Source: an optimization exercise on an open RTL-to-GDS flow (aim: small area, a short achievable clock period and few clock cycles). Production flows keep margins and buffers that such runs may drop.
Function was checked by simulation only, so behaviour that the tests miss may differ from the original.

--- design/flow/run.sh ---
#!/bin/bash
# synth_recipe.tcl (not shown) runs the flow's synth.tcl, then flattens the netlist and writes it again
# the make line also repeats each setting of config.mk as NAME=value (left out here)
make -C /OpenROAD-flow-scripts/flow DESIGN_CONFIG=/design/flow/config.mk WORK_HOME=/design/flow/orfs CLKGATE_MAP_FILE= SYNTH_SCRIPT=/design/flow/synth_recipe.tcl finish
--- design/flow/config.mk ---
export PLATFORM = sky130hd
export DESIGN_NAME = tc_engine
export DESIGN_NICKNAME = tc_engine
export VERILOG_FILES = /design/flow/design.v
export SDC_FILE = /design/flow/constraint.sdc
export NUM_CORES = 4
export LEC_CHECK = 0
export CAP_MARGIN = 20
export CORE_MARGIN = 2
export CORE_UTILIZATION = 40
export SETUP_SLACK_MARGIN = 2
export SLEW_MARGIN = 20
--- design/flow/constraint.sdc ---
create_clock -name core_clock -period 60.0 [get_ports {clk}]
set_input_delay 12.0000 -clock core_clock [delete_from_list [all_inputs] [get_ports {clk}]]
set_output_delay 12.0000 -clock core_clock [all_outputs]
set_load 0.01 [all_outputs]
--- design/flow/design.v ---
module tc_engine (
    input  wire        clk,
    input  wire        rst,           
    input  wire        cmd_valid,
    output wire        cmd_ready,
    input  wire [1:0]  cmd_op,        
    input  wire [47:0] cmd_data,      
    input  wire [15:0] cmd_cent,      
    input  wire        cmd_midf,      
    output reg         done,
    output reg  [2:0]  done_evt,      
    output reg  [2:0]  eng_state,
    output reg         mode,
    output reg  [3:0]  err_code,
    output reg  [5:0]  sec,
    output reg  [5:0]  min,
    output reg  [4:0]  hr,
    output reg  [31:0] days,
    output reg  [1:0]  page,
    output reg  [15:0] cent,
    output reg         midf,
    output reg         bank,
    output reg  [1:0]  blink,
    output reg         lcd_on,
    output reg  [47:0] disp0,         
    output reg  [47:0] disp1
);
    localparam [1:0] OP_TICK = 2'd0, OP_COMMIT = 2'd1, OP_LAUNCH = 2'd2, OP_RESTORE = 2'd3;
    localparam [2:0] ST_IDLE = 3'd0, ST_SETTING = 3'd1, ST_COUNTING = 3'd2,
                     ST_UNLOCKING = 3'd3, ST_TERMINAL = 3'd4, ST_ERROR = 3'd5;
    localparam [31:0] CENTURY_DAYS  = 32'd36525;
    localparam [31:0] MID_DAYS      = 32'd18263;
    localparam [31:0] LONG_NOW_DAYS = 32'd1000000;
    localparam [6:0]  MID_YEAR      = 7'd50;
    localparam [6:0] G_E = 7'h79, G_R = 7'h50, G_BLANK = 7'h00;
    function [6:0] digit_glyph;
        input [3:0] n;
        begin
            case (n)
                4'h0: digit_glyph = 7'h3F;
                4'h1: digit_glyph = 7'h06;
                4'h2: digit_glyph = 7'h5B;
                4'h3: digit_glyph = 7'h4F;
                4'h4: digit_glyph = 7'h66;
                4'h5: digit_glyph = 7'h6D;
                4'h6: digit_glyph = 7'h7D;
                4'h7: digit_glyph = 7'h07;
                4'h8: digit_glyph = 7'h7F;
                4'h9: digit_glyph = 7'h6F;
                4'hA: digit_glyph = 7'h77;
                4'hB: digit_glyph = 7'h7C;
                4'hC: digit_glyph = 7'h39;
                4'hD: digit_glyph = 7'h5E;
                4'hE: digit_glyph = 7'h79;
                default: digit_glyph = 7'h71;
            endcase
        end
    endfunction
    function [15:0] field_word;
        input [5:0] v;
        reg [3:0] t, o;
        begin
            t = v / 10;
            o = v % 10;
            field_word = {1'b0, digit_glyph(t), 1'b0, digit_glyph(o)};
        end
    endfunction
    function [23:0] to_bcd6;
        input [19:0] b;
        reg [43:0] sh;
        integer i, k;
        begin
            sh = {24'd0, b};
            for (i = 0; i < 20; i = i + 1) begin
                for (k = 0; k < 6; k = k + 1)
                    if (sh[20 + 4*k +: 4] >= 4'd5)
                        sh[20 + 4*k +: 4] = sh[20 + 4*k +: 4] + 4'd3;
                sh = sh << 1;
            end
            to_bcd6 = sh[43:20];
        end
    endfunction
    function [47:0] day_page;
        input [19:0] d;
        reg [23:0] bcd;
        reg [6:0]  g [0:5];
        reg        lead;
        integer p;
        begin
            bcd = to_bcd6(d);
            lead = 1'b1;
            for (p = 5; p >= 0; p = p - 1) begin
                if (bcd[4*p +: 4] != 4'd0 || p == 0)
                    lead = 1'b0;
                g[p] = lead ? G_BLANK : digit_glyph(bcd[4*p +: 4]);
            end
            day_page = {1'b0, g[5], 1'b0, g[4], 1'b0, g[3], 1'b0, g[2], 1'b0, g[1], 1'b0, g[0]};
        end
    endfunction
    function [33:0] div_day;
        input [33:0] t;
        reg [33:0] r;
        reg [16:0] q;
        integer i;
        begin
            r = t;
            q = 17'd0;
            for (i = 16; i >= 0; i = i - 1) begin
                if (r >= (34'd86400 << i)) begin
                    r = r - (34'd86400 << i);
                    q[i] = 1'b1;
                end
            end
            div_day = {q, r[16:0]};
        end
    endfunction
    function [16:0] div_hour;
        input [16:0] t;
        reg [16:0] r;
        reg [4:0]  q;
        integer i;
        begin
            r = t;
            q = 5'd0;
            for (i = 4; i >= 0; i = i - 1) begin
                if (r >= (17'd3600 << i)) begin
                    r = r - (17'd3600 << i);
                    q[i] = 1'b1;
                end
            end
            div_hour = {q, r[11:0]};
        end
    endfunction
    function [11:0] div_min;
        input [11:0] t;
        reg [11:0] r;
        reg [5:0]  q;
        integer i;
        begin
            r = t;
            q = 6'd0;
            for (i = 5; i >= 0; i = i - 1) begin
                if (r >= (12'd60 << i)) begin
                    r = r - (12'd60 << i);
                    q[i] = 1'b1;
                end
            end
            div_min = {q, r[5:0]};
        end
    endfunction
    function [7:0] bcd2bin;
        input [7:0] b;
        begin
            bcd2bin = b[7:4] * 8'd10 + b[3:0];
        end
    endfunction
    function bcd_ok;
        input [7:0] b;
        begin
            bcd_ok = (b[7:4] <= 4'd9) && (b[3:0] <= 4'd9);
        end
    endfunction
    function [4:0] days_in_month;
        input [6:0] yy;
        input [3:0] mm;
        begin
            case (mm)
                4'd2:  days_in_month = (yy[1:0] == 2'd0) ? 5'd29 : 5'd28;
                4'd4, 4'd6, 4'd9, 4'd11: days_in_month = 5'd30;
                default: days_in_month = 5'd31;
            endcase
        end
    endfunction
    function [8:0] cum_days;
        input [3:0] mm;
        begin
            case (mm)
                4'd1:  cum_days = 9'd0;
                4'd2:  cum_days = 9'd31;
                4'd3:  cum_days = 9'd59;
                4'd4:  cum_days = 9'd90;
                4'd5:  cum_days = 9'd120;
                4'd6:  cum_days = 9'd151;
                4'd7:  cum_days = 9'd181;
                4'd8:  cum_days = 9'd212;
                4'd9:  cum_days = 9'd243;
                4'd10: cum_days = 9'd273;
                4'd11: cum_days = 9'd304;
                default: cum_days = 9'd334;
            endcase
        end
    endfunction
    reg [2:0]  n_state;
    reg        n_mode;
    reg [3:0]  n_err;
    reg [5:0]  n_sec, n_min;
    reg [4:0]  n_hr;
    reg [31:0] n_days;
    reg [1:0]  n_page;
    reg [15:0] n_cent;
    reg        n_midf;
    reg        n_bank;
    reg [1:0]  n_blink;
    reg        n_lcd;
    reg [47:0] n_disp0, n_disp1;
    reg [2:0]  n_evt;
    reg [16:0] value;
    reg [33:0] t_sec;
    reg [16:0] q_day, r_day;
    reg [4:0]  q_hr;
    reg [11:0] r_hr;
    reg [5:0]  q_min, q_sec;
    reg [6:0]  yy, mo, dd, hh, mi, ss;
    reg        ts_ok;
    reg [15:0] rc;
    reg        rm;
    reg [31:0] rdays;
    reg [31:0] dic;
    task enter_terminal;
        begin
            n_state = ST_TERMINAL;
            n_sec = 0; n_min = 0; n_hr = 0; n_days = 0; n_page = 0;
            n_disp0 = {3{1'b0, digit_glyph(4'd9), 1'b0, digit_glyph(4'd9)}};
            n_disp1 = 48'd0;
            n_blink = 2'd2; n_bank = 1'b0; n_lcd = 1'b1;
        end
    endtask
    task enter_counting_display;
        begin
            n_blink = 2'd0; n_bank = 1'b0; n_lcd = 1'b1;
            n_disp0 = {field_word({1'b0, n_hr}), field_word(n_min), field_word(n_sec)};
            n_disp1 = 48'd0;
        end
    endtask
    always @(*) begin
        n_state = eng_state; n_mode = mode; n_err = err_code;
        n_sec = sec; n_min = min; n_hr = hr; n_days = days; n_page = page;
        n_cent = cent; n_midf = midf;
        n_bank = bank; n_blink = blink; n_lcd = lcd_on;
        n_disp0 = disp0; n_disp1 = disp1;
        n_evt = 3'b000;
        value = 0; t_sec = 0;
        q_day = 0; r_day = 0; q_hr = 0; r_hr = 0; q_min = 0; q_sec = 0;
        yy = 0; mo = 0; dd = 0; hh = 0; mi = 0; ss = 0; ts_ok = 0;
        rc = 0; rm = 0; rdays = 0; dic = 0;
        case (cmd_op)
        OP_TICK: begin
            if (eng_state == ST_COUNTING && mode == 1'b0) begin
                if (sec == 0 && min == 0 && hr == 0 && days == 0) begin
                    n_state = ST_UNLOCKING;
                    n_evt[0] = 1'b1;
                end else begin
                    if (sec != 0) begin
                        n_sec = sec - 1'b1;
                    end else begin
                        n_sec = 6'd59;
                        if (min != 0) begin
                            n_min = min - 1'b1;
                        end else begin
                            n_min = 6'd59;
                            if (hr != 0) begin
                                n_hr = hr - 1'b1;
                            end else begin
                                n_hr = 5'd23;
                                n_days = days - 1'b1;
                            end
                        end
                    end
                    n_disp0 = {field_word({1'b0, n_hr}), field_word(n_min), field_word(n_sec)};
                    if (n_sec == 0 && n_min == 0 && n_hr == 0 && n_days == 0) begin
                        n_state = ST_UNLOCKING;
                        n_evt[0] = 1'b1;
                    end
                end
            end else if (eng_state == ST_COUNTING && mode == 1'b1) begin
                if (sec != 6'd59) begin
                    n_sec = sec + 1'b1;
                end else begin
                    n_sec = 0;
                    if (min != 6'd59) begin
                        n_min = min + 1'b1;
                    end else begin
                        n_min = 0;
                        if (hr != 5'd23) begin
                            n_hr = hr + 1'b1;
                        end else begin
                            n_hr = 0;
                            n_days = days + 1'b1;
                        end
                    end
                end
                n_disp0 = {field_word({1'b0, n_hr}), field_word(n_min), field_word(n_sec)};
                if (n_days != days) begin
                    dic = n_days - cent * CENTURY_DAYS;
                    if (dic >= CENTURY_DAYS) begin
                        n_cent = cent + 1'b1;
                        n_midf = 1'b0;
                        n_evt[2] = 1'b1;
                    end else if (dic >= MID_DAYS && !midf) begin
                        n_midf = 1'b1;
                        n_evt[2] = 1'b1;
                    end
                    if (n_days >= LONG_NOW_DAYS)
                        enter_terminal;
                    else
                        n_disp1 = day_page(n_days[19:0]);
                end
                if (n_state != ST_TERMINAL) begin
                    if (n_days == 0)
                        n_page = 2'd0;
                    else
                        n_page = (page == 2'd2) ? 2'd0 : page + 1'b1;
                    case (n_page)
                        2'd0: begin n_bank = 1'b0; n_lcd = 1'b1; end
                        2'd1: begin n_bank = 1'b1; n_lcd = 1'b1; end
                        default: n_lcd = 1'b0;
                    endcase
                end
            end
        end
        OP_COMMIT: begin
            value = cmd_data[3:0] + cmd_data[7:4] * 17'd10 + cmd_data[11:8] * 17'd100
                  + cmd_data[15:12] * 17'd1000 + cmd_data[19:16] * 17'd10000;
            case (cmd_data[21:20])
                2'd0: t_sec = value;
                2'd1: t_sec = value * 34'd3600;
                2'd2: t_sec = value * 34'd86400;
                default: t_sec = value * 34'd31556926;
            endcase
            {q_day, r_day} = div_day(t_sec);
            {q_hr, r_hr}   = div_hour(r_day);
            {q_min, q_sec} = div_min(r_hr);
            n_days = {15'd0, q_day};
            n_hr = q_hr; n_min = q_min; n_sec = q_sec;
            n_mode = 1'b0; n_page = 2'd0; n_state = ST_COUNTING;
            enter_counting_display;
            n_evt[1] = 1'b1;
        end
        OP_LAUNCH: begin
            n_sec = 0; n_min = 0; n_hr = 0; n_days = 0;
            n_cent = 16'd0; n_midf = 1'b0;
            n_mode = 1'b1; n_page = 2'd0; n_state = ST_COUNTING;
            enter_counting_display;
            n_disp1 = day_page(20'd0);
            n_evt[1] = 1'b1;
        end
        default: begin  
            ts_ok = bcd_ok(cmd_data[47:40]) && bcd_ok(cmd_data[39:32]) && bcd_ok(cmd_data[31:24])
                 && bcd_ok(cmd_data[23:16]) && bcd_ok(cmd_data[15:8]) && bcd_ok(cmd_data[7:0]);
            yy = bcd2bin(cmd_data[47:40]);
            mo = bcd2bin(cmd_data[39:32]);
            dd = bcd2bin(cmd_data[31:24]);
            hh = bcd2bin(cmd_data[23:16]);
            mi = bcd2bin(cmd_data[15:8]);
            ss = bcd2bin(cmd_data[7:0]);
            ts_ok = ts_ok && mo >= 1 && mo <= 12 && dd >= 1 && dd <= days_in_month(yy, mo[3:0])
                 && hh <= 23 && mi <= 59 && ss <= 59;
            if (!ts_ok) begin
                n_state = ST_ERROR; n_err = 4'd2;
                n_disp0 = {1'b0, G_E, 1'b0, G_R, 1'b0, G_R, 1'b0, G_BLANK,
                           1'b0, G_BLANK, 1'b0, digit_glyph(4'd2)};
                n_disp1 = 48'd0;
                n_blink = 2'd2; n_bank = 1'b0; n_lcd = 1'b1;
            end else begin
                rc = cmd_cent; rm = cmd_midf;
                if (rm && yy < MID_YEAR) begin
                    rc = rc + 1'b1; rm = 1'b0; n_evt[2] = 1'b1;
                end else if (!rm && yy >= MID_YEAR) begin
                    rm = 1'b1; n_evt[2] = 1'b1;
                end
                n_cent = rc; n_midf = rm;
                rdays = rc * CENTURY_DAYS + 365 * yy + ((yy + 3) >> 2) + cum_days(mo[3:0])
                      + ((mo > 2 && yy[1:0] == 2'd0) ? 1 : 0) + dd - 1;
                n_days = rdays;
                n_hr = hh[4:0]; n_min = mi[5:0]; n_sec = ss[5:0];
                if (rdays >= LONG_NOW_DAYS) begin
                    enter_terminal;
                end else begin
                    n_mode = 1'b1; n_page = 2'd0; n_state = ST_COUNTING;
                    enter_counting_display;
                    n_disp1 = day_page(rdays[19:0]);
                end
            end
        end
        endcase
    end
    assign cmd_ready = 1'b1;
    wire take = cmd_valid && cmd_ready;
    always @(posedge clk) begin
        if (rst) begin
            done <= 1'b0; done_evt <= 3'b000;
            eng_state <= ST_IDLE; mode <= 1'b0; err_code <= 4'd0;
            sec <= 0; min <= 0; hr <= 0; days <= 0; page <= 0;
            cent <= 0; midf <= 1'b0;
            bank <= 1'b0; blink <= 2'd0; lcd_on <= 1'b0;
            disp0 <= 48'd0; disp1 <= 48'd0;
        end else begin
            done <= take;
            done_evt <= take ? n_evt : 3'b000;
            if (take) begin
                eng_state <= n_state; mode <= n_mode; err_code <= n_err;
                sec <= n_sec; min <= n_min; hr <= n_hr; days <= n_days; page <= n_page;
                cent <= n_cent; midf <= n_midf;
                bank <= n_bank; blink <= n_blink; lcd_on <= n_lcd;
                disp0 <= n_disp0; disp1 <= n_disp1;
            end
        end
    end
endmodule
==> flow_summary_export.csv <==
group,metric,value,unit
finish,nNetsFinal,13500,
floorplanning,initial_utilization,0.403,
global_route,antenna_found_initial,21,
setup_path,setup.worst_path.start_class,"input port",
flow_run,drv_cap,0,
cts,cts_hold_buf,0,
setup_path,worstPathRequired,60.42,ns
routing,wl_met3,21400,um
finish,stdcell_count,14600,
run_status,outcome,"no timing/DRC/antenna violations",
setup_path,crit_path_frequent_cell,"buf_4",
finish,mostFrequentLayoutCells,"inv_1, ha_1, nor2_1",
timing,tightest_slew,1.37,ns
cts,clk_pin_slew,0.08,ns
timing,fmax,17.7,MHz
cts,cts_buffer_depth,2,
logic_synthesis,syn_area_per_cell,7.52,um2
timing,setup_violations,0,
placed_design,place_inst,14400,
routing,ant_nets,0,
routing,first_pass_iters,9,
logic_synthesis,synth_top_area_frac,0.179,
placed_design,place_area,0.0925,mm2
setup_path,crit_slowest_cell,"a2111oi_1",
setup_path,r2r_cells,103,
global_route,grt_pass1_vias,83500,
cts,worstSkewPairLatency,0.53,ns
routing,wire_per_inst,23.6,um
timing,drv_slew,0,
logic_synthesis,synth.distinct_cells,174,
finish,fin_util,0.466,
setup_path,cp.arrival,56.98,ns
setup_path,crit_type,"in -> reg",
cts,numCtsBuffers,17,
timing,period_minus_slack,56.56,ns
global_route,grt-ovfl-total,0,
setup_path,cp_max_fo,21,
placed_design,gp_congestion,1.03,
routing,via_per_inst,5.98,
routing,routedLengthMet1,146000,um
routing,num_vias,87100,
placed_design,port_buffers,233,
setup_path,rrSetupSlack,35.82,ns
setup_path,endpoint_kind,"flop",
finish,fillers,21000,
timing,fin_crit_sh,0.943,
global_route,grt_max_degree,82,
setup_path,r2r_end,"disp1[19]",
floorplanning,io_pins,251,
timing,clock_skew,0.0169,ns
floorplanning,core,0.207,mm2
logic_synthesis,syn-cell-area,0.0835,mm2
routing,wl_met2,158000,um
worst_hold_path,hold_start,"disp0[25]",
finish,fin_area,0.0966,mm2
logic_synthesis,ys.flop_type,"dfxtp_1",
worst_hold_path,hold_end,"disp0[25]",
cts,cts_sinks,163,
floorplanning,fp-row-count,167,
cts,cts-htree-levels,4,
worst_hold_path,hp-class,"reg -> reg",
logic_synthesis,seq_area_frac_synth,0.0391,
cts,cts_root_buf,"clkbuf_16",
routing,drt_wl_total,344000,um
floorplanning,dieArea,0.213,mm2
logic_synthesis,async_flop_share,0,
setup_path,r2r-start,"sec[0]",
logic_synthesis,ys_ff_latch,163,
routing,highest_layer,"met4",
global_route,grtUsageTotal,0.310,
logic_synthesis,yosys-top-cells-area,"ha_1, fa_1, inv_1, xnor2_1, a21oi_1",
finish,syn2layout_area_growth,15.6,%
setup_path,cpPeakStageDelay,0.85,ns
timing,timing.hold.ws,0.461,ns
routing,drt_iter0_markers,7597,
finish,layout_commonest_cell,"inv_1",
floorplanning,die_h,461,um
logic_synthesis,synthCells,11100,
floorplanning,fp.dieW,461,um
cts,cts_tree,"built",
routing,drcViolationCount,0,
timing,hold_viol_final,0,
logic_synthesis,synth_edf_count,0,
timing,relSlewSlack,0.0773,
timing,grt_setup_unrepaired,"no",
placed_design,dp_hpwl,287000,um
finish,layout-drive-gt1-share,0.135,
logic_synthesis,yosysWarnings,4,
global_route,grt_pass1_wl,512000,um
logic_synthesis,synth_area_leader_cell,"ha_1",
worst_hold_path,holdPathStages,2,
## routing by layer
layer,global-route usage,vias to the layer above
li1,-,40900
met1,0.407,42500
met2,0.515,3193
met4,0.139,0
met3,0.0305,534
met5,0,-
## cell usage after synthesis, drive strengths merged, types with 97 or more instances
cell type	number
a21oi	903
a31oi	136
nand2	728
clkbuf	191
o21a	99
ha	1195
nor3	262
fa	495
o211ai	101
and2	102
xor2	225
nand4	110
o21ai	717
a211oi	147
mux2i	247
nor2b	97
nand3	267
nor2	942
xnor2	523
nand2b	110
buf	189
dfxtp	163
inv	1401
a21o	152
## cells by family after synthesis
kind of cell / count (synthesis) / synth area share
AND/OR/NAND/NOR: 3140 / 0.187
multiplexers: 341 / 0.0442
XOR/XNOR: 748 / 0.0802
AO/OA/AOI/OAI: 3231 / 0.261
flip-flops: 163 / 0.0391
buffers and inverters: 1794 / 0.0899
other: 2 / 0.0000899
adder cells (fa/ha/maj): 1693 / 0.298
## worst max-delay path by stage
stage               slack [ns]  depth (start not counted)        end    startpoint
floorplan                 2.01                        227   disp0[3]  cmd_data[15]
global placement          0.48                        190  disp0[16]  cmd_data[13]
detailed placement       -0.34                        195   disp0[1]  cmd_data[13]
CTS                       2.01                        210   disp0[3]  cmd_data[14]
global route              1.65                        207   disp0[3]  cmd_data[12]
finish                    3.44                        194  disp0[16]  cmd_data[12]
## per-stage QoR
step / TNS, ns / worst slack (ns)
floorplan: 0 / 2.01
CTS: 0 / 2.01
finish: 0 / 3.44
detailed placement: -1.74 / -0.340
global placement: 0 / 0.483
global route: 0 / 1.65
## flip-flops by register name, summed over array words and instances, names as in the netlist
name and flops:
bank 1, err_code 1, mode 1, hr 5, cent 16, disp0 41
blink 1, done_evt 3, lcd_on 1, midf 1, disp1 42, eng_state 3
sec 6, done 1, days 32, page 2, min 6
## critical path, delay by kind of cell
kind	cells	cell delay (ns)
buf+inv	36	5.27
fa+ha+maj	21	6.86
xor+xnor	11	1.78
mux	4	1.20
compound gates	74	19.01
simple gates	48	10.81
## area by class of cell
cell class	count	area, um2	area share
diodes	16	40.0	0.000414
multi-input cells	9170	75800	0.785
clock buffers	17	425	0.00440
well taps	2788	3490	0.0361
clock inverters	15	198	0.00205
repair buffers	976	8050	0.0833
flip-flops and latches	163	3260	0.0338
inverters	1407	5310	0.0549
## repair_timing
item	in CTS	in global routing
pin swaps	47	189
cloned	0	2
setup buffers	28	112
endpoints found under the setup margin	28	33
endpoints found under the hold margin	0	0
gates resized for setup	71	393
Testbench counts, summed over its fixed seeds: cycles 24,008.

## separate check: timing with driven ports
No port has a modelled driver above. Below, the same layout with a new extraction and two added sets of constraints. Step 1 assumes that a clkbuf_16 drives the clock port and a buf_2 every other input. Step 2 also shifts input and output timing later by t, the mid clock arrival at the registers, as if the neighbouring blocks saw the same clock. Three values: no drivers, after step 1, after step 2; two values: the first two.
shift t [ns]: 0.589
slack for setup (ns): 3.437 / 3.479 / 2.890
worst hold slack (ns): 0.461 / 0.461 / 0.461
worst setup path after step 2: input to register
worst register clock-pin slew, ns: 0.09 / 0.09
After both steps setup and hold are still met in this run. For this run, drivers alone change the setup slack by +0.042 ns; drivers and shift together by -0.547 ns.
